What follows belongs to an exercise in optimizing a design on an open flow for small area, a short achievable clock period and few clock cycles; a production flow would make more cautious choices. In this exercise RTL edits were held to simulation tests only and were not proved equivalent to the original. Power is estimated from default activity; no workload was simulated.

===== flow/config.mk =====
export PLATFORM = sky130hd
export DESIGN_NAME = gfrs_dec
export DESIGN_NICKNAME = gfrs_dec
export VERILOG_FILES = /design/flow/design.v
export SDC_FILE = /design/flow/constraint.sdc
export NUM_CORES = 4
export LEC_CHECK = 0
export CAP_MARGIN = 20
export CELL_PAD_IN_SITES_DETAIL_PLACEMENT = 0
export CELL_PAD_IN_SITES_GLOBAL_PLACEMENT = 1
export CORE_MARGIN = 2
export CORE_UTILIZATION = 60
export CTS_CLUSTER_DIAMETER = 100
export CTS_CLUSTER_SIZE = 20
export PLACE_DENSITY = 0.8
export SLEW_MARGIN = 20

===== flow/constraint.sdc =====
create_clock -name core_clock -period 15.0 [get_ports {clk}]
set_input_delay 3.0000 -clock core_clock [delete_from_list [all_inputs] [get_ports {clk}]]
set_output_delay 3.0000 -clock core_clock [all_outputs]
set_load 0.01 [all_outputs]

===== flow/design.v =====
module gf_mul (
    input  wire [7:0] a,
    input  wire [7:0] b,
    output wire [7:0] p
);
    reg [14:0] c;
    integer i, j;
    always @* begin
        c = 15'd0;
        for (i = 0; i < 8; i = i + 1)
            for (j = 0; j < 8; j = j + 1)
                c[i+j] = c[i+j] ^ (a[i] & b[j]);
    end
    assign p[0] = c[0] ^ c[8] ^ c[12] ^ c[13] ^ c[14];
    assign p[1] = c[1] ^ c[9] ^ c[13] ^ c[14];
    assign p[2] = c[2] ^ c[8] ^ c[10] ^ c[12] ^ c[13];
    assign p[3] = c[3] ^ c[8] ^ c[9] ^ c[11] ^ c[12];
    assign p[4] = c[4] ^ c[8] ^ c[9] ^ c[10] ^ c[14];
    assign p[5] = c[5] ^ c[9] ^ c[10] ^ c[11];
    assign p[6] = c[6] ^ c[10] ^ c[11] ^ c[12];
    assign p[7] = c[7] ^ c[11] ^ c[12] ^ c[13];
endmodule
module gf_inv (
    input  wire [7:0] a,
    output wire [7:0] y
);
    wire [11:0] t;
    gf_inv_a u_a (.a(a), .t(t));
    gf_inv_b u_b (.t(t), .y(y));
endmodule
module gf_inv_a (
    input  wire [7:0]  a,
    output wire [11:0] t
);
    function [3:0] m16(input [3:0] p, input [3:0] q);
        reg [6:0] r;
        begin
            r = ({7{q[0]}} & {3'b000, p}) ^ ({7{q[1]}} & {2'b00, p, 1'b0}) ^
                ({7{q[2]}} & {1'b0, p, 2'b00}) ^ ({7{q[3]}} & {p, 3'b000});
            if (r[6]) r = r ^ 7'b1001100;
            if (r[5]) r = r ^ 7'b0100110;
            if (r[4]) r = r ^ 7'b0010011;
            m16 = r[3:0];
        end
    endfunction
    wire [7:0] c;
    assign c[0] = a[0] ^ a[1] ^ a[2] ^ a[3] ^ a[4] ^ a[6] ^ a[7];
    assign c[1] = a[2] ^ a[3] ^ a[6] ^ a[7];
    assign c[2] = a[2] ^ a[4] ^ a[6];
    assign c[3] = a[3] ^ a[4] ^ a[5] ^ a[6];
    assign c[4] = a[4] ^ a[7];
    assign c[5] = a[1] ^ a[3] ^ a[4];
    assign c[6] = a[2] ^ a[5] ^ a[6];
    assign c[7] = a[5];
    wire [3:0] ch = c[7:4], cl = c[3:0];
    assign t = {ch, cl, m16(m16(ch, ch), 4'd8) ^ m16(ch, cl) ^ m16(cl, cl)};
endmodule
module gf_inv_b (
    input  wire [11:0] t,
    output wire [7:0]  y
);
    function [3:0] m16(input [3:0] p, input [3:0] q);
        reg [6:0] r;
        begin
            r = ({7{q[0]}} & {3'b000, p}) ^ ({7{q[1]}} & {2'b00, p, 1'b0}) ^
                ({7{q[2]}} & {1'b0, p, 2'b00}) ^ ({7{q[3]}} & {p, 3'b000});
            if (r[6]) r = r ^ 7'b1001100;
            if (r[5]) r = r ^ 7'b0100110;
            if (r[4]) r = r ^ 7'b0010011;
            m16 = r[3:0];
        end
    endfunction
    wire [3:0] ch = t[11:8], cl = t[7:4], dd = t[3:0];
    reg  [3:0] di;
    always @* begin
        case (dd)
        4'd0: di = 4'd0;
        4'd1: di = 4'd1;
        4'd2: di = 4'd9;
        4'd3: di = 4'd14;
        4'd4: di = 4'd13;
        4'd5: di = 4'd11;
        4'd6: di = 4'd7;
        4'd7: di = 4'd6;
        4'd8: di = 4'd15;
        4'd9: di = 4'd2;
        4'd10: di = 4'd12;
        4'd11: di = 4'd5;
        4'd12: di = 4'd10;
        4'd13: di = 4'd4;
        4'd14: di = 4'd3;
        4'd15: di = 4'd8;
        default: di = 4'd0;
        endcase
    end
    wire [7:0] e = {m16(ch, di), m16(ch ^ cl, di)};
    assign y[0] = e[0] ^ e[2] ^ e[4] ^ e[5];
    assign y[1] = e[1] ^ e[4] ^ e[5] ^ e[6] ^ e[7];
    assign y[2] = e[1] ^ e[3] ^ e[4] ^ e[7];
    assign y[3] = e[1] ^ e[2] ^ e[4];
    assign y[4] = e[2] ^ e[6] ^ e[7];
    assign y[5] = e[7];
    assign y[6] = e[1] ^ e[3] ^ e[4] ^ e[6];
    assign y[7] = e[2] ^ e[4] ^ e[6] ^ e[7];
endmodule
module gfrs_dec (
    input  wire       clk,
    input  wire       rst,
    input  wire       cmd_valid,
    output wire       cmd_ready,
    input  wire [7:0] cmd_dlen,
    input  wire [4:0] cmd_nsym,
    input  wire       in_valid,
    output wire       in_ready,
    input  wire [7:0] in_data,
    output reg        out_valid,
    output reg  [7:0] out_pos,
    output reg  [7:0] out_mag,
    output reg        done,
    output reg        err,
    output reg  [1:0] cause,
    output reg  [3:0] errcnt,
    output reg        paychg
);
    localparam [1:0] C_OK = 2'd0, C_TOOMANY = 2'd1, C_VERIFY = 2'd2, C_DEGEN = 2'd3;
    genvar g;
    integer k;
    wire [7:0] apow [0:15];
    wire [7:0] ainv [0:8];
    wire [7:0] ainv2 [0:8];           
    assign apow[0] = 8'h01;
    assign ainv[0] = 8'h01;
    generate
        for (g = 1; g < 16; g = g + 1) begin : g_apow
            assign apow[g] = {apow[g-1][6:0], 1'b0} ^ (apow[g-1][7] ? 8'h1d : 8'h00);
        end
        for (g = 1; g <= 8; g = g + 1) begin : g_ainv
            assign ainv[g] = ainv[g-1][0] ? ({1'b0, ainv[g-1][7:1]} ^ 8'h8e) : {1'b0, ainv[g-1][7:1]};
        end
        for (g = 0; g <= 8; g = g + 1) begin : g_ainv2
            gf_mul u_sq (.a(ainv[g]), .b(ainv[g]), .p(ainv2[g]));
        end
    endgenerate
    localparam [1:0] A_IDLE = 2'd0, A_RECV = 2'd1, A_FULL = 2'd2;
    reg        a_cmdr, a_inr;
    reg  [7:0] a_dlen;
    reg  [4:0] a_nsym;
    reg        a_new, a_emp, a_got;
    reg  [1:0] a_st;                  
    reg  [7:0] a_rem;                 
    reg        in_tk, in_first, in_last;
    reg  [7:0] in_d;
    reg  [7:0] S [0:15];
    assign cmd_ready = a_cmdr;
    assign in_ready  = a_inr;
    wire [8:0] a_ntot   = {1'b0, a_dlen} + {4'b0000, a_nsym};
    wire       a_ref    = (a_nsym > 5'd16) | a_ntot[8];
    wire       cmd_fire = cmd_valid & a_cmdr;
    wire       take     = in_valid & a_inr;
    wire [7:0] rem_eff  = a_new ? a_ntot[7:0] : (a_rem - {7'd0, in_tk});
    wire       n_one    = ((a_dlen == 8'd1) && (a_nsym == 5'd0)) || ((a_dlen == 8'd0) && (a_nsym == 5'd1));
    wire       rem_one  = a_new ? n_one : (in_tk ? (a_rem == 8'd2) : (a_rem == 8'd1));
    wire       a_cmpl   = (in_tk & in_last) | a_emp;
    wire       b_idle;
    wire       b_ho;
    reg        q_full;
    reg  [7:0] Q [0:15];
    reg  [7:0] q_dlen;
    reg  [4:0] q_nsym;
    reg        q_ref;
    wire       b_take = q_full && b_idle;
    wire       q_free = !q_full || b_idle;
    wire       q_free_nx = !q_full || b_idle || b_ho;
    wire       a_ho = ((a_st == A_RECV && a_cmpl) || a_st == A_FULL) && q_free;
    wire [7:0] S_nx [0:15];
    generate
        for (g = 0; g < 16; g = g + 1) begin : g_syn
            wire [7:0] sp;
            gf_mul u_mul (.a(S[g]), .b(apow[g]), .p(sp));
            assign S_nx[g] = in_tk ? ((in_first ? 8'h00 : sp) ^ in_d) : S[g];
        end
    endgenerate
    reg [1:0] a_st_nx;
    always @* begin
        if (cmd_fire)                      a_st_nx = A_RECV;
        else if (a_ho)                     a_st_nx = A_IDLE;
        else if (a_st == A_RECV && a_cmpl) a_st_nx = A_FULL;
        else                               a_st_nx = a_st;
    end
    always @(posedge clk) begin
        in_d <= in_data;
        if (a_cmdr) begin
            a_dlen <= cmd_dlen;
            a_nsym <= cmd_nsym;
        end
        for (k = 0; k < 16; k = k + 1) S[k] <= S_nx[k];
        a_rem <= rem_eff;
        if (rst) begin
            a_st     <= A_IDLE;
            a_cmdr   <= 1'b1;
            a_inr    <= 1'b0;
            a_new    <= 1'b0;
            a_emp    <= 1'b0;
            a_got    <= 1'b0;
            in_tk    <= 1'b0;
            in_first <= 1'b0;
            in_last  <= 1'b0;
        end else begin
            a_st     <= a_st_nx;
            a_cmdr   <= (a_st_nx == A_IDLE) ||
                        (((a_st_nx == A_FULL) || (take && rem_one)) && q_free_nx);
            a_new    <= cmd_fire;
            a_emp    <= a_new & (a_ref | (a_ntot[7:0] == 8'd0));
            if (cmd_fire)                      a_inr <= 1'b1;
            else if (a_emp || (take && rem_one)) a_inr <= 1'b0;
            if (cmd_fire)  a_got <= 1'b0;
            else if (take) a_got <= 1'b1;
            in_tk    <= take;
            in_first <= take & ~a_got;
            in_last  <= take & rem_one;
        end
    end
    always @(posedge clk) begin
        if (a_ho) begin
            for (k = 0; k < 16; k = k + 1) Q[k] <= S_nx[k];
            q_dlen <= a_dlen;
            q_nsym <= a_nsym;
            q_ref  <= a_ref;
        end
        if (rst)        q_full <= 1'b0;
        else if (a_ho)  q_full <= 1'b1;
        else if (b_take) q_full <= 1'b0;
    end
    localparam [3:0] BI = 4'd0, BD = 4'd1, BDH = 4'd2, BQ = 4'd3, BUH = 4'd4, BUL = 4'd5,
                     BE1 = 4'd6, BROT = 4'd8, BOM = 4'd9, BOUT = 4'd10;
    reg  [3:0] b_st;
    reg  [7:0] R  [0:15];             
    reg  [7:0] sg [1:16];             
    reg  [7:0] bs [1:16];             
    reg  [4:0] b_L, b_n;
    reg  [3:0] b_rc;                  
    reg  [7:0] b_binv, b_d, b_q;
    reg  [7:0] b_dlen;
    reg  [4:0] b_nsym;
    reg        b_first;
    reg  [4:0] b_deg;
    reg  [3:0] b_j;
    reg        b_res, b_err, b_degl;
    reg  [1:0] b_cause;
    reg        b_chg, b_hiu;
    reg  [4:0] b_Lnew;
    reg        sel_u, sel_ulo, sel_uhi, sel_dhi, sel_dlo, r0en;
    reg  [8:1] msk;
    assign b_idle = (b_st == BI);
    reg b_szero;
    always @* begin
        b_szero = 1'b1;
        for (k = 0; k < 16; k = k + 1)
            if (k < b_nsym && R[(16 - k) % 16] != 8'h00) b_szero = 1'b0;
    end
    wire       b_dz     = (b_d == 8'h00);
    wire       chg_c    = ({b_L, 1'b0} <= {1'b0, b_n});
    wire [4:0] Lnew_c   = chg_c ? (b_n + 5'd1 - b_L) : b_L;
    wire       hiu_c    = (Lnew_c >= 5'd9);
    wire       b_hid    = (b_L >= 5'd9);
    wire       b_lastit = (b_n + 5'd1 == {1'b0, b_nsym});
    wire [7:0] prod [1:8];
    reg  [7:0] dot;
    generate
        for (g = 1; g <= 8; g = g + 1) begin : g_bmul
            wire [7:0] ma = (bs[g]   & {8{sel_ulo}}) | (bs[g+8] & {8{sel_uhi}}) |
                            (sg[g+8] & {8{sel_dhi}}) | (sg[g]   & {8{msk[g]}});
            wire [7:0] mb = (b_q & {8{sel_u}}) | (R[(g+8) % 16] & {8{sel_dhi}}) |
                            (R[g] & {8{sel_dlo}});
            gf_mul u_mul (.a(ma), .b(mb), .p(prod[g]));
        end
    endgenerate
    always @* begin
        dot = 8'h00;
        for (k = 1; k <= 8; k = k + 1) dot = dot ^ prod[k];
    end
    wire [7:0] dlo = (R[0] & {8{r0en}}) ^ dot;
    wire [7:0] q_c;
    gf_mul u_mul_q (.a(b_d), .b(b_binv), .p(q_c));
    wire [11:0] dinv_t;
    wire [7:0]  dinv;
    reg  [11:0] b_it;
    reg         b_ipend;
    gf_inv_a u_inv_ba (.a(b_d), .t(dinv_t));
    gf_inv_b u_inv_bb (.t(b_it), .y(dinv));
    reg [4:0] sg_deg;
    reg       b_gfail, b_degeq;
    always @* begin
        sg_deg  = 5'd0;
        b_gfail = 1'b0;
        b_degeq = (b_L == 5'd0);
        for (k = 1; k <= 16; k = k + 1) begin
            if (sg[k] != 8'h00) sg_deg = k[4:0];
            if (sg[k] != 8'h00 && 2 * k > b_nsym) b_gfail = 1'b1;
            if (sg[k] != 8'h00 && k == b_L) b_degeq = 1'b1;
        end
        for (k = 1; k <= 16; k = k + 1)
            if (sg[k] != 8'h00 && k > b_L) b_degeq = 1'b0;
    end
    wire c_idle;
    assign b_ho = (b_st == BOUT) && c_idle;
    reg [3:0] b_st_nx;
    always @* begin
        b_st_nx = b_st;
        case (b_st)
        BI:   if (b_take) b_st_nx = q_ref ? BOUT : BD;
        BD:   if (b_first && b_szero) b_st_nx = BOUT;
              else b_st_nx = b_hid ? BDH : BQ;
        BDH:  b_st_nx = BQ;
        BQ:   if (b_dz) b_st_nx = b_lastit ? BE1 : (b_hid ? BDH : BQ);
              else b_st_nx = hiu_c ? BUH : BUL;
        BUH:  b_st_nx = BUL;
        BUL:  b_st_nx = b_lastit ? BE1 : BD;
        BE1:  if (b_gfail || !b_degeq) b_st_nx = BOUT;
              else b_st_nx = (b_rc != 4'd0) ? BROT : BOM;
        BROT: if (b_rc == 4'd15) b_st_nx = BOM;
        BOM:  if (b_j == 4'd8) b_st_nx = BOUT;
        BOUT: if (c_idle) b_st_nx = BI;
        default: b_st_nx = BI;
        endcase
    end
    wire nx_ul = (b_st == BQ && !b_dz && !hiu_c) || (b_st == BUH);
    wire nx_uh = (b_st == BQ && !b_dz && hiu_c);
    wire nx_dh = (b_st == BD && !(b_first && b_szero) && b_hid) ||
                 (b_st == BQ && b_dz && !b_lastit && b_hid);
    wire om_nx = (b_st == BE1) || (b_st == BROT && b_rc == 4'd15) || (b_st == BOM && b_j != 4'd8);
    wire rot = (b_st == BD && !b_hid) || (b_st == BDH) ||
               (b_st == BQ && b_dz && !b_lastit && !b_hid) ||
               (b_st == BROT) || (b_st == BOM && b_j != 4'd8);
    wire bs_shift = (b_st == BQ && b_dz) || (b_st == BUL && !b_chg);
    always @(posedge clk) begin
        b_q <= q_c;
        if (b_take) begin
            for (k = 0; k < 16; k = k + 1) R[k] <= Q[(16 - k) % 16];
        end else if (rot) begin
            for (k = 0; k < 16; k = k + 1) R[k] <= R[(k + 15) % 16];
        end
        if (rot) b_rc <= b_rc + 4'd1;
        if (b_take) begin
            for (k = 1; k <= 16; k = k + 1) sg[k] <= 8'h00;
        end else if (b_st == BUL) begin
            for (k = 1; k <= 8; k = k + 1) sg[k] <= sg[k] ^ prod[k];
        end else if (b_st == BUH) begin
            for (k = 9; k <= 16; k = k + 1) sg[k] <= sg[k] ^ prod[k-8];
        end
        if (b_take) begin
            for (k = 1; k <= 16; k = k + 1) bs[k] <= (k == 1) ? 8'h01 : 8'h00;
        end else if (bs_shift) begin
            bs[1] <= 8'h00;
            for (k = 2; k <= 16; k = k + 1) bs[k] <= bs[k-1];
        end else if (b_st == BOM) begin
            bs[1] <= b_d;
            for (k = 2; k <= 16; k = k + 1) bs[k] <= bs[k-1];
        end else if (b_st == BUL && b_chg) begin
            bs[1] <= 8'h01;
            for (k = 2; k <= 8; k = k + 1) bs[k] <= sg[k-1];
            if (!b_hiu)
                for (k = 9; k <= 16; k = k + 1) bs[k] <= sg[k-1];
        end else if (b_st == BUH && b_chg) begin
            for (k = 9; k <= 16; k = k + 1) bs[k] <= sg[k-1];
        end
        if (b_st == BDH)
            b_d <= b_d ^ dot;
        else if (b_st == BD || (b_st == BQ && b_dz) || b_st == BOM)
            b_d <= dlo;
        if (b_st == BQ) begin
            b_chg  <= chg_c;
            b_Lnew <= Lnew_c;
            b_hiu  <= hiu_c;
        end
        if (b_st == BUL && b_chg) begin
            b_L    <= b_Lnew;
            b_it   <= dinv_t;
        end
        b_ipend <= (b_st == BUL) && b_chg;
        if (b_ipend) b_binv <= dinv;
        if ((b_st == BQ && b_dz) || b_st == BUL) b_n <= b_n + 5'd1;
        if (b_st == BD) b_first <= 1'b0;
        if (b_st == BE1) begin
            b_deg <= sg_deg;
            if (b_gfail) begin
                b_cause <= C_TOOMANY;
            end else begin
                b_res  <= 1'b0;
                b_degl <= b_degeq;
            end
        end
        if (b_st == BD && b_first && b_szero) b_res <= 1'b1;
        b_j <= (b_st == BOM) ? b_j + 4'd1 : 4'd0;
        begin : om_ctl
            reg [3:0] jn;
            reg       ln;
            jn = (b_st == BOM) ? b_j + 4'd1 : 4'd0;
            ln = om_nx && ({1'b0, jn} < b_L);    
            r0en <= !om_nx || ln;
            for (k = 1; k <= 8; k = k + 1)
                msk[k] <= om_nx ? (ln && (k <= jn)) : !(nx_ul || nx_uh || nx_dh);
        end
        if (b_take) begin
            b_L     <= 5'd0;
            b_n     <= 5'd0;
            b_rc    <= 4'd0;
            b_binv  <= 8'h01;
            b_dlen  <= q_dlen;
            b_nsym  <= q_nsym;
            b_first <= 1'b1;
            b_res   <= 1'b1;
            b_err   <= q_ref;
            b_cause <= C_OK;
            b_degl  <= 1'b0;
            b_deg   <= 5'd0;
        end
        sel_ulo <= nx_ul;
        sel_uhi <= nx_uh;
        sel_u   <= nx_ul || nx_uh;
        sel_dhi <= nx_dh;
        sel_dlo <= !(nx_ul || nx_uh || nx_dh);
        if (rst) b_st <= BI;
        else     b_st <= b_st_nx;
    end
    localparam [1:0] CS_IDLE = 2'd0, CS_RUN = 2'd1, CS_FIN = 2'd2;
    reg  [1:0] c_st;
    reg  [7:0] ct [1:8];              
    reg  [7:0] ot [0:7];              
    reg  [7:0] c_pos, c_dlen;
    reg  [4:0] c_deg;
    reg  [3:0] c_cnt;
    reg        c_degl, c_bad, c_pay, c_res, c_err;
    reg  [1:0] c_cause;
    reg        p1v, p2v;
    reg        pav;
    reg  [7:0] p1_om, p1_od, pa_om, p2_om, p2_iv;
    reg  [11:0] pa_t;
    reg        p1_lt, pa_lt, p2_lt;       
    reg  [2:0] m_cnt;
    assign c_idle = (c_st == CS_IDLE);
    wire [7:0] ct1 [1:8];             
    wire [7:0] ct2 [1:8];             
    wire [7:0] ot1 [0:7];
    wire [7:0] ot2 [0:7];
    generate
        for (g = 1; g <= 8; g = g + 1) begin : g_cmul
            gf_mul u_mul1 (.a(ct[g]), .b(ainv[g]), .p(ct1[g]));
            gf_mul u_mul2 (.a(ct[g]), .b(ainv2[g]), .p(ct2[g]));
        end
        for (g = 1; g <= 7; g = g + 1) begin : g_omul
            gf_mul u_mul1 (.a(ot[g]), .b(ainv[g]), .p(ot1[g]));
            gf_mul u_mul2 (.a(ot[g]), .b(ainv2[g]), .p(ot2[g]));
        end
    endgenerate
    assign ot1[0] = ot[0];
    assign ot2[0] = ot[0];
    reg [7:0] c_sum0, c_odd0, c_omv0, c_sum1, c_odd1, c_omv1;
    always @* begin
        c_sum0 = 8'h01;
        c_odd0 = 8'h00;
        c_omv0 = 8'h00;
        c_sum1 = 8'h01;
        c_odd1 = 8'h00;
        c_omv1 = 8'h00;
        for (k = 1; k <= 8; k = k + 1) begin
            c_sum0 = c_sum0 ^ ct[k];
            c_sum1 = c_sum1 ^ ct1[k];
            if (k % 2 == 1) begin
                c_odd0 = c_odd0 ^ ct[k];
                c_odd1 = c_odd1 ^ ct1[k];
            end
        end
        for (k = 0; k < 8; k = k + 1) begin
            c_omv0 = c_omv0 ^ ot[k];
            c_omv1 = c_omv1 ^ ot1[k];
        end
    end
    wire c_r0   = (c_sum0 == 8'h00);
    wire c_r1   = (c_sum1 == 8'h00) && (c_pos != 8'd0);
    wire c_dbl  = c_r0 & c_r1;
    wire c_root = c_r0 | c_r1;
    wire [7:0] c_odd  = c_r0 ? c_odd0 : c_odd1;
    wire [7:0] c_omv  = c_r0 ? c_omv0 : c_omv1;
    wire [7:0] c_rpos = c_r0 ? c_pos : c_pos - 8'd1;
    wire c_endr = ((c_pos <= 8'd1) && !c_dbl) || (c_root && ({1'b0, c_cnt} + 5'd1 == c_deg));
    wire [11:0] p1_t;
    wire [7:0]  pa_inv, mag;
    gf_inv_a u_inv_ca (.a(p1_od), .t(p1_t));
    gf_inv_b u_inv_cb (.t(pa_t), .y(pa_inv));
    gf_mul u_mul_m (.a(p2_om), .b(p2_iv), .p(mag));
    reg  [7:0] buf_pos [0:7];
    reg  [7:0] buf_mag [0:7];
    wire d_acc;
    wire c_ho = (c_st == CS_FIN) && !p1v && !pav && !p2v && d_acc;
    wire c_ok = (c_cnt == c_deg[3:0]) && !c_deg[4] && !c_bad && c_degl;
    always @(posedge clk) begin
        if (b_ho) begin
            for (k = 1; k <= 8; k = k + 1) ct[k] <= sg[k];
            for (k = 0; k < 8; k = k + 1) ot[k] <= bs[8 - k];
        end else begin
            for (k = 1; k <= 8; k = k + 1) ct[k] <= c_dbl ? ct1[k] : ct2[k];
            for (k = 0; k < 8; k = k + 1) ot[k] <= c_dbl ? ot1[k] : ot2[k];
        end
        p1_om  <= c_omv;
        p1_od  <= c_odd;
        p1_lt  <= (c_rpos < c_dlen);
        pa_om  <= p1_om;
        pa_t   <= p1_t;
        pa_lt  <= p1_lt;
        p2_om  <= pa_om;
        p2_iv  <= pa_inv;
        p2_lt  <= pa_lt;
        if (c_st == CS_RUN && c_root) buf_pos[c_cnt[2:0]] <= c_rpos;
        if (p2v) begin
            buf_mag[m_cnt] <= mag;
            m_cnt <= m_cnt + 3'd1;
        end
        if (p2v && p2_lt && mag != 8'h00) c_pay <= 1'b1;
        if (c_st == CS_IDLE && b_ho) begin
            c_pos   <= b_dlen + {3'b000, b_nsym} - 8'd1;
            m_cnt   <= 3'd0;
            c_dlen  <= b_dlen;
            c_deg   <= b_deg;
            c_cnt   <= 4'd0;
            c_degl  <= b_degl;
            c_bad   <= 1'b0;
            c_pay   <= 1'b0;
            c_res   <= b_res;
            c_err   <= b_err;
            c_cause <= b_cause;
        end
        if (c_st == CS_RUN) begin
            if (c_root) begin
                c_cnt <= c_cnt + 4'd1;
                if (c_odd == 8'h00) c_bad <= 1'b1;
            end
            c_pos <= c_pos - (c_dbl ? 8'd1 : 8'd2);
        end
        if (rst) begin
            c_st <= CS_IDLE;
            p1v  <= 1'b0;
            pav  <= 1'b0;
            p2v  <= 1'b0;
        end else begin
            p1v <= (c_st == CS_RUN) && c_root;
            pav <= p1v;
            p2v <= pav;
            case (c_st)
            CS_IDLE: if (b_ho) c_st <= (b_res || b_deg == 5'd0) ? CS_FIN : CS_RUN;
            CS_RUN:  if (c_endr) c_st <= CS_FIN;
            CS_FIN:  if (c_ho) c_st <= CS_IDLE;
            default: c_st <= CS_IDLE;
            endcase
        end
    end
    reg        d_busy;
    reg  [3:0] d_k, d_e;
    reg        d_err, d_pay;
    reg  [1:0] d_cause;
    wire       d_last = (d_e == 4'd0) || (d_k + 4'd1 == d_e);
    assign d_acc = !d_busy || d_last;
    always @(posedge clk) begin
        out_pos <= buf_pos[d_k[2:0]];
        out_mag <= buf_mag[d_k[2:0]];
        err     <= d_err;
        cause   <= d_cause;
        errcnt  <= d_e;
        paychg  <= d_pay;
        d_k     <= c_ho ? 4'd0 : d_k + 4'd1;
        if (c_ho) begin
            if (c_res) begin
                d_e     <= 4'd0;
                d_err   <= c_err;
                d_cause <= c_cause;
                d_pay   <= 1'b0;
            end else begin
                d_e     <= c_ok ? c_cnt : 4'd0;
                d_err   <= 1'b0;
                d_cause <= (c_cnt != c_deg[3:0] || c_deg[4]) ? C_TOOMANY :
                           c_bad ? C_DEGEN : !c_degl ? C_VERIFY : C_OK;
                d_pay   <= c_ok && c_pay;
            end
        end
        if (rst) begin
            d_busy    <= 1'b0;
            out_valid <= 1'b0;
            done      <= 1'b0;
        end else begin
            out_valid <= d_busy && (d_e != 4'd0);
            done      <= d_busy && d_last;
            if (c_ho)                   d_busy <= 1'b1;
            else if (d_busy && d_last)  d_busy <= 1'b0;
        end
    end
endmodule

===== flow/flow/run.sh =====
#!/bin/bash
# The standard layout (the standard.sh: the standard synthesis, floorplan, placement,
# CTS, routing) with the resizer's setup repair aiming for 10.85 ns of slack on the 15 ns clock,
# so that it sizes and buffers the critical paths instead of stopping once 15 ns is met.
# The clock period and the constraints are unchanged.
set -euo pipefail
bash standard.sh SETUP_SLACK_MARGIN=10.85 finish > standard_flow.log 2>&1

===== flow/standard.sh =====
#!/bin/bash
# synth_recipe.tcl (not shown) runs the flow's synth.tcl, then flattens the netlist and writes it again
# the make line also repeats each setting of config.mk as NAME=value (left out here)
make -C /OpenROAD-flow-scripts/flow DESIGN_CONFIG=/design/flow/config.mk WORK_HOME=/design/flow/orfs CLKGATE_MAP_FILE= SYNTH_SCRIPT=/design/flow/synth_recipe.tcl "${@:-finish}"

==> results.yml, run 1 <==
clocking:
  clk_latency_ns: 0.71
  clk_path_buf_depth: 3
  cts_buffers: 71
  cts_sinks: 1190
  htree_levels: 3
  tritoncts: "yes"
  path_clk_slew_ns: 0.08
  cts_root_buf: "clkbuf_16"
synth:
  synth_ff_type: "dfxtp_1"
  syn_area_um2: 70600
  synth_cell_type_count: 78
  netlist_instances: 7747
  synth_edf_count: 493
  yosysWarnings: 18
  ys_ff_latch: 1190
  synth_fp_nets: 7842
  syn_avg_cell_area_um2: 9.11
  async_reset_ff_share_pct: 0
  ys_seq_area_share_pct: 40.8
floorplanning:
  ios: 53
  start_util_pct: 60.6
  core_um2: 116000
  rows: 125
  die_x_um: 347
  fp.dieH_um: 347
  dieArea_um2: 120000
setup_path:
  worst-setup-path-type: "reg2out"
  cp.arrival_ns: 1.17
  r2r_start: "b_nsym[2]$_DFFE_PP_"
  slowest_delay_ns: 0.36
  crit_end: "cmd_ready"
  cp_top_family: "flip-flops"
  worstReg2RegEnd: "msk[5]$_DFF_P_"
  start_kind: "flip-flop"
  rrSetupSlack_ns: 10.83
  cp_slowest_cell: "dfxtp_4"
  worstPathBufferInverterCount: 1
  worstPathCellList: "buf_6"
  startpoint: "a_cmdr$_SDFF_PP1_"
  critPathMaxFanout: 2
  required_ns: 12.00
  endpoint_kind: "output port"
  cp.depth: 1
  reg2reg_depth: 10
global_route:
  grt_antenna_before_repair: 1
  grt_pass1_vias: 51400
  grt_remaining_overflow: 0
  grt_max_degree: 145
  groute.usage.overall_pct: 35.3
  grt_first_pass_wirelength_mm: 327
route:
  routed_wl_mm: 216
  route.detailed.drc: 0
  ant_nets: 0
  vias: 54700
  dr.pass1.iters: 14
  wl_per_cell_um: 23.8
  via_per_inst: 6.03
  drtIter0Drc: 5884
sta:
  fin_worst_skew_ns: 0.0300
  grt_setup_unrepaired: "true"
  post-route-period-util_pct: 27.8
  finalSetupViolations: 0
  worst_pin_slew_ns: 1.09
  setup_tns_ns: 0
  slew_headroom_pct: 26.9
  min_period_ns: 4.17
  worst_slack_ns: 10.83
  fmax_mhz: 240
  drv_slew: 0
  whs_ns: 0.330
  hold_viol: 0
job:
  cap_violations: 0
finish:
  seqCellArea_um2: 28800
  areaGrowthSynthToFinish_pct: 6.54
  layout_commonest_cell: "xnor2_1"
  fillCellCount: 9818
  finalNonFillerCells: 9080
  layout_common_cells: "xnor2_1, nor2_1, nand2_1"
  multi_input_area_um2: 39700
  drive_above_1_share_pct: 6.90
  nets: 7597
run_status:
  outcome: "finished clean"
placement:
  gp_congestion: 0.962
  io_buffers: 52
  dp.final_hpwl_mm: 156
  dp_cells: 8912
  pre_cts_ws_ns: 9.78
power_and_ir_drop:
  p_leak_nw: 28.3
  p_per_area_nw_per_um2: 291
  p_total_w: 0.0219
  peakVddDrop_uv: 473
worst_hold_path:
  hold_path_class: "reg2reg"
[Yosys cell counts, drive strengths merged, types with 13 or more instances]
cell type | instances | area, um2
a221oi | 31 | 315
clkbuf | 446 | 1680
xnor3 | 48 | 1080
nand2 | 951 | 3570
a22oi | 84 | 631
a211oi | 148 | 1110
a22o | 28 | 245
nor2 | 1027 | 3850
mux4 | 33 | 743
or3 | 65 | 407
nand2b | 48 | 300
nor3 | 37 | 185
edfxtp | 493 | 14800
mux2 | 35 | 394
a222oi | 64 | 641
dfxtp | 697 | 14000
o22ai | 39 | 244
mux2i | 207 | 2070
o21ai | 299 | 1500
xnor2 | 1269 | 11200
nor2b | 49 | 307
ha | 66 | 826
and3 | 13 | 81.3
nand3 | 50 | 250
buf | 111 | 593
inv | 102 | 383
nor4 | 81 | 507
a21oi | 501 | 2510
and2 | 54 | 338
a21o | 18 | 135
xor2 | 512 | 4490
a31oi | 16 | 100
[flip-flops by register name, summed over array words and instances, names as in the netlist, 12 cells and up]
name / cells
R: 128
ot: 64
buf_mag: 64
ct: 64
Q: 128
bs: 128
S: 128
sg: 128
b_it: 12
buf_pos: 64
[worst min path at each step]
stage	end	slack [ns]	start	cells past startpoint
global placement	pa_om[5]$_DFF_P_	0.31	p1_om[5]$_DFF_P_	0
finish	p2_om[2]$_DFF_P_	0.33	pa_om[2]$_DFF_P_	0
global route	p2_lt$_DFF_P_	0.34	pa_lt$_DFF_P_	0
floorplan	p2_lt$_DFF_P_	0.31	pa_lt$_DFF_P_	0
detailed placement	p2_lt$_DFF_P_	0.31	pa_lt$_DFF_P_	0
CTS	p2_lt$_DFF_P_	0.33	pa_lt$_DFF_P_	0
[power breakdown]
part	internal [W]	switching (W)
clock	0.000952	0.00117
combinational	0.00601	0.00697
sequential	0.00518	0.00157
[layer usage]
metal / GRT usage, % / routed length (um) / part of all wire, % / vias up
li1: - / - / - / 25600
met1: 47.5 / 88900 / 41 / 26300
met2: 56.3 / 99400 / 46 / 2238
met3: 3.93 / 15700 / 7.2 / 512
met4: 18.0 / 12500 / 5.8 / 2
met5: 0 / 13 / 0.0060 / -
[kinds of logic (layout without fill, tap and decap cells)]
logic type,after synthesis,count (layout),synth area share [%]
AO/OA/AOI/OAI,1307,1308,11.5
XOR/XNOR,1832,1832,23.9
adder cells (fa/ha/maj),72,72,1.31
buffers and inverters,663,468,3.78
flip-flops,1190,1190,40.8
multiplexers,275,275,4.55
other,0,2,0
AND/OR/NAND/NOR,2408,2409,14.2
[final cells by class]
| cell class | instances | share of cell area, % |
|---|---|---|
| clock inverter | 14 | 0.344 |
| clock buffer | 111 | 2.58 |
| timing repair buffer | 237 | 2.78 |
| inverter | 106 | 0.549 |
| sequential | 1190 | 38.4 |
| tap | 1524 | 2.54 |
| multi-input combinational | 5896 | 52.9 |
| antenna | 2 | 0.00666 |
[stage by stage]
step / cell area, um2 / utilization, %
5_1_grt: 75200 / 64.6
6_report: 75200 / 64.6
3_3_place_gp: 72000 / 61.9
3_5_place_dp: 72000 / 61.9
4_1_cts: 74600 / 64.1
2_1_floorplan: 70700 / -
[what timing repair did]
action	in CTS	in global routing
setup endpoints to repair	436	346
gates cloned	3	0
hold endpoints to repair	0	0
resized for setup	180	77
hold buffers	0	0
setup buffers	18	20
pin swaps	7	9
Testbench counts, summed over its fixed seeds: cycles 26,861.
==> inputs of run 2 (changes only) <==
--- a/flow/design.v
+++ b/flow/design.v
@@ -455,35 +455,23 @@
     endgenerate
     assign ot1[0] = ot[0];
     assign ot2[0] = ot[0];
-    reg [7:0] c_sum0, c_odd0, c_omv0, c_sum1, c_odd1, c_omv1;
+    reg [7:0] c_sum0, c_odd, c_omv, c_sum1;
     always @* begin
         c_sum0 = 8'h01;
-        c_odd0 = 8'h00;
-        c_omv0 = 8'h00;
+        c_odd  = 8'h00;
+        c_omv  = 8'h00;
         c_sum1 = 8'h01;
-        c_odd1 = 8'h00;
-        c_omv1 = 8'h00;
         for (k = 1; k <= 8; k = k + 1) begin
             c_sum0 = c_sum0 ^ ct[k];
             c_sum1 = c_sum1 ^ ct1[k];
-            if (k % 2 == 1) begin
-                c_odd0 = c_odd0 ^ ct[k];
-                c_odd1 = c_odd1 ^ ct1[k];
-            end
-        end
-        for (k = 0; k < 8; k = k + 1) begin
-            c_omv0 = c_omv0 ^ ot[k];
-            c_omv1 = c_omv1 ^ ot1[k];
+            if (k % 2 == 1) c_odd = c_odd ^ ct[k];
         end
+        for (k = 0; k < 8; k = k + 1) c_omv = c_omv ^ ot[k];
     end
-    wire c_r0   = (c_sum0 == 8'h00);
-    wire c_r1   = (c_sum1 == 8'h00) && (c_pos != 8'd0);
-    wire c_dbl  = c_r0 & c_r1;
-    wire c_root = c_r0 | c_r1;
-    wire [7:0] c_odd  = c_r0 ? c_odd0 : c_odd1;
-    wire [7:0] c_omv  = c_r0 ? c_omv0 : c_omv1;
-    wire [7:0] c_rpos = c_r0 ? c_pos : c_pos - 8'd1;
-    wire c_endr = ((c_pos <= 8'd1) && !c_dbl) || (c_root && ({1'b0, c_cnt} + 5'd1 == c_deg));
+    wire c_root = (c_sum0 == 8'h00);                           
+    wire c_one  = (c_sum1 == 8'h00) && (c_pos != 8'd0);        
+    wire [7:0] c_rpos = c_pos;
+    wire c_endr = ((c_pos <= 8'd1) && !c_one) || (c_root && ({1'b0, c_cnt} + 5'd1 == c_deg));
     wire [11:0] p1_t;
     wire [7:0]  pa_inv, mag;
     gf_inv_a u_inv_ca (.a(p1_od), .t(p1_t));
@@ -499,8 +487,8 @@
             for (k = 1; k <= 8; k = k + 1) ct[k] <= sg[k];
             for (k = 0; k < 8; k = k + 1) ot[k] <= bs[8 - k];
         end else begin
-            for (k = 1; k <= 8; k = k + 1) ct[k] <= c_dbl ? ct1[k] : ct2[k];
-            for (k = 0; k < 8; k = k + 1) ot[k] <= c_dbl ? ot1[k] : ot2[k];
+            for (k = 1; k <= 8; k = k + 1) ct[k] <= c_one ? ct1[k] : ct2[k];
+            for (k = 0; k < 8; k = k + 1) ot[k] <= c_one ? ot1[k] : ot2[k];
         end
         p1_om  <= c_omv;
         p1_od  <= c_odd;
@@ -535,7 +523,7 @@
                 c_cnt <= c_cnt + 4'd1;
                 if (c_odd == 8'h00) c_bad <= 1'b1;
             end
-            c_pos <= c_pos - (c_dbl ? 8'd1 : 8'd2);
+            c_pos <= c_pos - (c_one ? 8'd1 : 8'd2);
         end
         if (rst) begin
             c_st <= CS_IDLE;
==> flow/flow/run.sh (replaced) <==
#!/bin/bash
# The standard layout (the standard.sh: the standard synthesis, floorplan, placement,
# CTS, routing) with the resizer's setup repair aiming for 11 ns of slack on the 15 ns clock,
# so that it sizes and buffers the critical paths instead of stopping once 15 ns is met.
# The clock period and the constraints are unchanged.
set -euo pipefail
bash standard.sh SETUP_SLACK_MARGIN=11 finish > standard_flow.log 2>&1
==> results.yml, run 2 <==
placement:
  io_buffers: 52
  dp.final_hpwl_mm: 156
  dpl-instance-area_um2: 71700
  gp_congestion: 1.03
floorplanning:
  start_util_pct: 60.5
  ios: 53
  dieArea_um2: 120000
  rows: 125
  fp.dieH_um: 346
  core_um2: 116000
  die_x_um: 346
worst_hold_path:
  hp-start: "pa_om[1]$_DFF_P_"
  hold_path_class: "reg2reg"
setup_path:
  cp_top_family: "flip-flops"
  r2r_start: "sel_dhi$_DFF_P_"
  rrSetupSlack_ns: 10.91
  worstPathCellList: "buf_6"
  cp_slowest_cell: "dfxtp_4"
  worstPathBufferInverterCount: 1
  endpoint_kind: "output port"
  required_ns: 12.00
  startpoint: "a_cmdr$_SDFF_PP1_"
  slowest_delay_ns: 0.37
  critPathMaxFanout: 2
  worst-setup-path-type: "reg2out"
  start_kind: "flip-flop"
  cp.arrival_ns: 1.18
finish:
  layout_common_cells: "xnor2_1, nand2_1, nor2_1"
  finalInstanceArea_um2: 75400
  layout_commonest_cell: "xnor2_1"
  drive_above_1_share_pct: 8.35
  nets: 7525
  areaGrowthSynthToFinish_pct: 7.23
  fillCellCount: 9696
clocking:
  tritoncts: "yes"
  clk_latency_ns: 0.70
  clk_path_buf_depth: 3
  postCtsHoldBufs: 0
  cts_sinks: 1190
  path_clk_slew_ns: 0.09
  cts_root_buf: "clkbuf_16"
  htree_levels: 3
  cts_buffers: 72
sta:
  whs_ns: 0.327
  post-route-period-util_pct: 27.9
  fmax_mhz: 239
  slew_headroom_pct: 14.6
  grt_setup_unrepaired: "true"
  hold_viol: 0
  worst_pin_slew_ns: 1.28
  drv_slew: 0
  min_period_ns: 4.18
  fin_worst_skew_ns: 0.0257
  setup_tns_ns: 0
  finalSetupViolations: 0
synth:
  yosysWarnings: 18
  synth_fp_nets: 7779
  syn_area_um2: 70300
  netlist.area_leader.share_pct: 21.0
  netlist_instances: 7686
  synth_cell_type_count: 78
  ys_ff_latch: 1190
  async_reset_ff_share_pct: 0
  synth_ff_type: "dfxtp_1"
  synth_edf_count: 493
  synthTopCellsByCount: "xnor2_1, nand2_1, nor2_1, dfxtp_1, a21oi_1"
  yosys.cell_count.top_type: "xnor2_1"
  synth.largest_area_cell: "edfxtp_1"
  syn_avg_cell_area_um2: 9.15
  synth.area.top_cells: "edfxtp_1, dfxtp_1, xnor2_1"
  ys_seq_area_share_pct: 40.9
route:
  ant_nets: 0
  vias: 54900
  route.detailed.drc: 0
  dr.pass1.iters: 12
  via_per_inst: 6.10
  routed_wl_mm: 218
  wl_per_cell_um: 24.3
  drtIter0Drc: 6542
power_and_ir_drop:
  p_per_area_nw_per_um2: 236
  peakVddDrop_uv: 618
  p_leak_nw: 28.6
job:
  cap_violations: 0
global_route:
  grt_remaining_overflow: 0
  groute.usage.overall_pct: 35.4
  grt_max_degree: 252
  grt_pass1_vias: 51700
  grt_antenna_before_repair: 3
  grt_first_pass_wirelength_mm: 327
run_status:
  outcome: "finished clean"
## run 2: changes by cell type after synthesis, moves of 15 or more
cell | previous run | this run
a211oi_1 | 148 | 165
a21o_1 | 18 | 46
a21oi_1 | 499 | 664
a221oi_1 | 24 | 3
a22oi_1 | 84 | 134
buf_1 | 32 | 47
nand2_1 | 951 | 978
nor2_1 | 1027 | 853
o21ai_0 | 285 | 229
o221a_2 | 0 | 25
o22ai_1 | 39 | 11
or3_1 | 65 | 49
xnor2_1 | 1255 | 1189
xor2_1 | 511 | 490
## run 2: layout make-up
cell class | instances | area [um2] | area share (%)
multi-input combinational | 5841 | 40100 | 53.1
sequential | 1190 | 28900 | 38.3
timing repair buffer | 225 | 1950 | 2.59
clock buffer | 105 | 1930 | 2.55
tap | 1524 | 1910 | 2.53
inverter | 102 | 400 | 0.531
clock inverter | 18 | 260 | 0.345
antenna | 1 | 2.50 | 0.00332
## run 2: cell families after synthesis
logic type	after synthesis	share of synthesized area, %
AO/OA/AOI/OAI	1491	13.2
XOR/XNOR	1750	23.1
adder cells (fa/ha/maj)	68	1.25
buffers and inverters	657	3.67
flip-flops	1190	40.9
multiplexers	253	4.23
AND/OR/NAND/NOR	2277	13.6
## run 2: metrics by stage
stage / std cells / total power, W / utilization (%) / setup WS, ns
global placement: 8830 / 0.0153 / 61.7 / 10.42
floorplan: 7686 / 0.0134 / - / 11.04
CTS: 8974 / 0.0177 / 64.1 / 10.79
detailed placement: 8833 / 0.0154 / 61.7 / 10.35
global route: 9005 / 0.0190 / 64.9 / 10.78
finish: 9006 / 0.0178 / 64.9 / 10.82
## run 2: what timing repair did
action	4_1_cts	5_1_grt
buffers inserted	16	30
cloned	2	1
pin swaps	10	21
gates resized for setup	245	138
setup endpoints to repair	231	266
## run 2: worst register-to-register path, stage by stage (launching register included)
cell       delay [ns]
dfxtp_4          0.47
buf_8            0.24
a222oi_1         0.66
buf_4            0.32
mux2i_1          0.22
a2bb2oi_1        0.20
xor2_1           0.54
xnor2_1          0.21
xnor2_2          0.41
xor2_1           0.23
xnor3_1          0.32
## run 2: routing by layer
metal	global-route usage, %	vias to the layer above	routed length (um)
li1	-	25700	-
met1	48.3	26300	89200
met5	0	-	7
met3	4.60	465	18400
met4	16.9	2	11800
met2	56.0	2401	99000
## run 2: path summary, 6_finish.rpt
path,end,cells past startpoint
hold / removal,p2_om[1]$_DFF_P_,0
hold reg to reg,p2_om[1]$_DFF_P_,0
setup / recovery,cmd_ready,1
setup reg to reg,b_d[3]$_DFFE_PP_,10
## run 2: report_power, final
part / leakage, nW / switching, W / total [W] / internal (W)
combinational: 17.3 / 0.00518 / 0.00985 / 0.00468
clock: 1.04 / 0.00117 / 0.00211 / 0.000939
sequential: 10.3 / 0.00109 / 0.00583 / 0.00474
Testbench counts of run 2, summed over its fixed seeds: cycles 26,880.

==> separate check: timing with driven ports <==
The flow's constraints put no driver on any port. The routed layouts listed below were extracted and timed again, unchanged, in two steps.
Step 1 (the two cells are an assumption about what drives the block):
set clk [get_ports {clk}]
set_driving_cell -lib_cell sky130_fd_sc_hd__clkbuf_16 $clk
set_driving_cell -lib_cell sky130_fd_sc_hd__buf_2 [delete_from_list [all_inputs] $clk]
Step 2 adds t to the input delays and takes it off the output delays; t is the mean of the earliest and latest rising clock arrival at the registers after step 1. Input paths then give back, and output paths get back, about the clock's delay inside the block.
Slacks: ideal / step 1 / step 2; pairs: ideal / step 1.
run	shift t [ns]	setup WS [ns]	worst setup path after step 2
run 1	0.782	10.832 / 10.748 / 10.337	input to register
run 2	0.767	10.822 / 10.743 / 10.375	input to register
After both steps setup and hold are still met in every run listed. The setup slack of run 1, which loses most, moves by -0.084 ns with the drivers and by -0.495 ns with both steps.
